What follows belongs to an exercise in optimizing a design on an open flow for small area and a short achievable clock period; a production flow would make more cautious choices.
The RTL was checked by simulation tests, not by an equivalence proof against the original design.
Power is estimated from default activity; no workload was simulated.

==> flow/design.v (excerpt) <==
module plic (
    input             clk,
    input             rst,           
    input             req_valid,
    input             req_write,
    input      [21:0] req_addr,      
    input      [31:0] req_wdata,
    output reg        rsp_valid,
    output reg [31:0] rsp_rdata,   
    input      [63:0] irq,
    output     [1:0]  eip
);
    reg [2:0]  prio [1:63];
    reg [63:1] ie0, ie1;
    reg [2:0]  thr0, thr1;
    reg [63:1] sa;    
    reg [63:1] sb;    
    wire aligned   = (req_addr[1:0] == 2'b00);
    wire is_prio   = aligned && (req_addr[21:8] == 14'd0);
    wire is_ie     = aligned && (req_addr[21:8] == 14'h20) && (req_addr[6:3] == 4'd0);
    wire ie_ctx    = req_addr[7];
    wire ie_word   = req_addr[2];
    wire is_ctxreg = aligned && (req_addr[21:13] == 9'h100) && (req_addr[11:3] == 9'd0);
    wire ctx_sel   = req_addr[12];
    wire is_thr    = is_ctxreg && !req_addr[2];
    wire is_claim  = is_ctxreg &&  req_addr[2];
    wire do_read  = req_valid && !req_write;
    wire do_write = req_valid &&  req_write;
    wire [63:1] pend = ~sa & sb;
    wire [63:1] p2, p1, p0;
    genvar g;
    generate
        for (g = 1; g < 64; g = g + 1) begin : pbits
            assign p2[g] = prio[g][2];
            assign p1[g] = prio[g][1];
            assign p0[g] = prio[g][0];
        end
    endgenerate
    wire [5:0] id0, id1;
    wire       el0, el1;
    plic_arb arb0 (.cand(pend & ie0), .p2(p2), .p1(p1), .p0(p0), .thr(thr0), .elig(el0), .id(id0));
    plic_arb arb1 (.cand(pend & ie1), .p2(p2), .p1(p1), .p0(p0), .thr(thr1), .elig(el1), .id(id1));
    function maj(input a, input b, input c);
        maj = (a & b) | (a & c) | (b & c);
    endfunction
    wire [63:1] gt0, gt1;
    generate
        for (g = 1; g < 64; g = g + 1) begin : gts
  ...
Settings: LEC_CHECK=0, CAP_MARGIN=30, CORE_MARGIN=2, CORE_UTILIZATION=50, CTS_BUF_LIST=sky130_fd_sc_hd__clkbuf_8 sky130_fd_sc_hd__clkbuf_16, CTS_CLUSTER_DIAMETER=100, CTS_CLUSTER_SIZE=30, SLEW_MARGIN=30; clock period 95.0 ns.
standard.sh (not shown) runs the stock make flow with config.mk's settings and CLKGATE_MAP_FILE= SYNTH_SCRIPT=/design/flow/synth_recipe.tcl, a recipe that flattens the netlist after the stock synthesis.
==> flow/flow/run.sh <==
#!/bin/bash
# Layout flow: the standard flow (standard.sh) with these changes:
#  * synthesis maps the logic with an area-oriented ABC script (flow/abc_area.script)
#    in place of ORFS's delay-oriented one; everything else in synthesis (register
#    mapping, flattening, renaming) is the standard flow's own script, unchanged;
#  * extra make variables from flow/make_args.txt (one NAME=value per line): a setup
#    margin for repair_timing, so that the I/O paths that set the achieved period
#    get sized up, and the smallest buffer cell for the port buffers.
# make's output goes to flow_make.log here; ORFS's per-step logs are under orfs/logs.
set -euo pipefail
W=$PWD
F=$W/flow
# cells kept out of ABC's mapping (flow/abc_dont_use.txt): the slow non-inverting gates
DU=""
while IFS= read -r c; do [[ -n "$c" ]] && DU+=" -dont_use $c"; done < "$F/abc_dont_use.txt"
sed "s#^\( *\)log_cmd abc {\*}\$abc_args#\1set abc_args [lreplace \$abc_args 1 1 $F/abc_area.script]\n\1lappend abc_args $DU\n\1log_cmd abc {*}\$abc_args#" \
    "$FLOW_HOME/scripts/synth.tcl" > "$W/area_synth_core.tcl"
grep -q "abc_area.script" "$W/area_synth_core.tcl"
sed "s#source \$::env(SCRIPTS_DIR)/synth.tcl#source $W/area_synth_core.tcl#" synth_recipe.tcl > "$W/area_synth.tcl"
grep -q "area_synth_core.tcl" "$W/area_synth.tcl"
EXTRA=""
while IFS= read -r line; do
  [[ -z "$line" ]] && continue
  EXTRA+=" '$line'"
done < "$F/make_args.txt"
sed -e "s#SYNTH_SCRIPT=[^ ]*#SYNTH_SCRIPT=$W/area_synth.tcl#" \
    -e "s#\"\${@:-finish}\"#$EXTRA \"\${@:-finish}\"#" standard.sh > "$W/area_standard.sh"
grep -q "area_synth.tcl" "$W/area_standard.sh"
bash "$W/area_standard.sh" > "$W/flow_make.log" 2>&1
==> flow/flow/abc_area.script <==
strash
dch -f
amap
topo
==> flow/flow/abc_dont_use.txt <==
sky130_fd_sc_hd__or4*
sky130_fd_sc_hd__and4*
sky130_fd_sc_hd__or3*
sky130_fd_sc_hd__and3*
sky130_fd_sc_hd__or2*
sky130_fd_sc_hd__and2*
sky130_fd_sc_hd__a*o_*
sky130_fd_sc_hd__o*a_*
==> flow/flow/make_args.txt <==
SETUP_SLACK_MARGIN=73
BUFFER_PORTS_ARGS=-buffer_cell sky130_fd_sc_hd__buf_1
The baseline finished clean.
Next try:
==> flow/flow/make_args.txt (replaced) <==
SETUP_SLACK_MARGIN=72.5
BUFFER_PORTS_ARGS=-buffer_cell sky130_fd_sc_hd__buf_1
Settings changed: CAP_MARGIN 30 to 10, CORE_UTILIZATION 50 to 35, CTS_CLUSTER_DIAMETER 100 to 60, CTS_CLUSTER_SIZE 30 to 20, SLEW_MARGIN 30 to 10.
Result:
- Now the flow ran to the end with violations: max-capacitance violations, max-slew violations
- cell area increases by 2.5%
- routed wire length came out higher by 0.61%
- area after synthesis stays the same
- global-route usage shrinks by 16 points
- setup slack improved by 0.20 ns
- synthesized cell count stays the same
- sequential power stays flat
- worst hold slack got worse by 0.020 ns
Next try:
Settings changed: CAP_MARGIN 10 to 20, SLEW_MARGIN 10 to 20.
=> Now the flow completed with no timing, DRC or antenna violations. Register-to-register slack gets better by 0.13 ns. Sequential power hardly moves. Worst hold slack gets better by 0.0039 ns. Combinational power rose by about 2%. Worst setup slack is worse by 0.034 ns. Non-clock buffer count goes up by 10. Cell count is about the same. Clock skew drops by 0.010 ns. Power climbs by 1.1%. Critical path depth stays the same.
Next try:
--- a/flow/flow/run.sh
+++ b/flow/flow/run.sh
@@ -11,8 +11,5 @@
 W=$PWD
 F=$W/flow
-# cells kept out of ABC's mapping (flow/abc_dont_use.txt): the slow non-inverting gates
-DU=""
-while IFS= read -r c; do [[ -n "$c" ]] && DU+=" -dont_use $c"; done < "$F/abc_dont_use.txt"
-sed "s#^\( *\)log_cmd abc {\*}\$abc_args#\1set abc_args [lreplace \$abc_args 1 1 $F/abc_area.script]\n\1lappend abc_args $DU\n\1log_cmd abc {*}\$abc_args#" \
+sed "s#^\( *\)log_cmd abc {\*}\$abc_args#\1set abc_args [lreplace \$abc_args 1 1 $F/abc_area.script]\n\1log_cmd abc {*}\$abc_args#" \
     "$FLOW_HOME/scripts/synth.tcl" > "$W/area_synth_core.tcl"
 grep -q "abc_area.script" "$W/area_synth_core.tcl"
==> flow/flow/make_args.txt (replaced) <==
SETUP_SLACK_MARGIN=73
BUFFER_PORTS_ARGS=-buffer_cell sky130_fd_sc_hd__buf_1
Settings changed: CAP_MARGIN 20 to 30, CORE_UTILIZATION 35 to 65, CTS_BUF_LIST sky130_fd_sc_hd__clkbuf_8 sky130_fd_sc_hd__clkbuf_16 to sky130_fd_sc_hd__clkbuf_4 sky130_fd_sc_hd__clkbuf_8, CTS_CLUSTER_DIAMETER 60 to unset, CTS_CLUSTER_SIZE 20 to unset, SLEW_MARGIN 20 to 30.
removed: flow/flow/abc_dont_use.txt
=>
- With this change the flow aborted during global routing
- area after synthesis rose by 1.3%
- synthesized cell count climbs by 3.7%

## what the ideal ports hide
The flow's constraints put no driver on any port. The routed layouts listed below were extracted and timed again, unchanged, in two steps.
Step 1 assumes that a clkbuf_16 drives the clock port and a buf_2 every other input.
Step 2, shift: input delay + t, output delay - t, t = (earliest + latest rising clock arrival at the registers) / 2. This alone moves slack from input paths to output paths.
Three values: ideal ports, drivers, drivers and shift; two values: the first two.
run	t (ns)	slack for setup (ns)	clock arrival spread, ns	slew at the worst register clock pin (ns)	worst slew at a driven data input, ns
the first run	0.730	72.190 / 72.123 / 72.257	0.051 / 0.050	0.12 / 0.12	0.07
the second run	0.685	72.389 / 72.323 / 71.908	0.036 / 0.036	0.09 / 0.09	0.06
the third run	0.698	72.355 / 72.279 / 71.975	0.026 / 0.026	0.09 / 0.09	0.06
For the second run, which loses most, drivers alone change the setup slack by -0.066 ns; drivers and shift together by -0.481 ns.
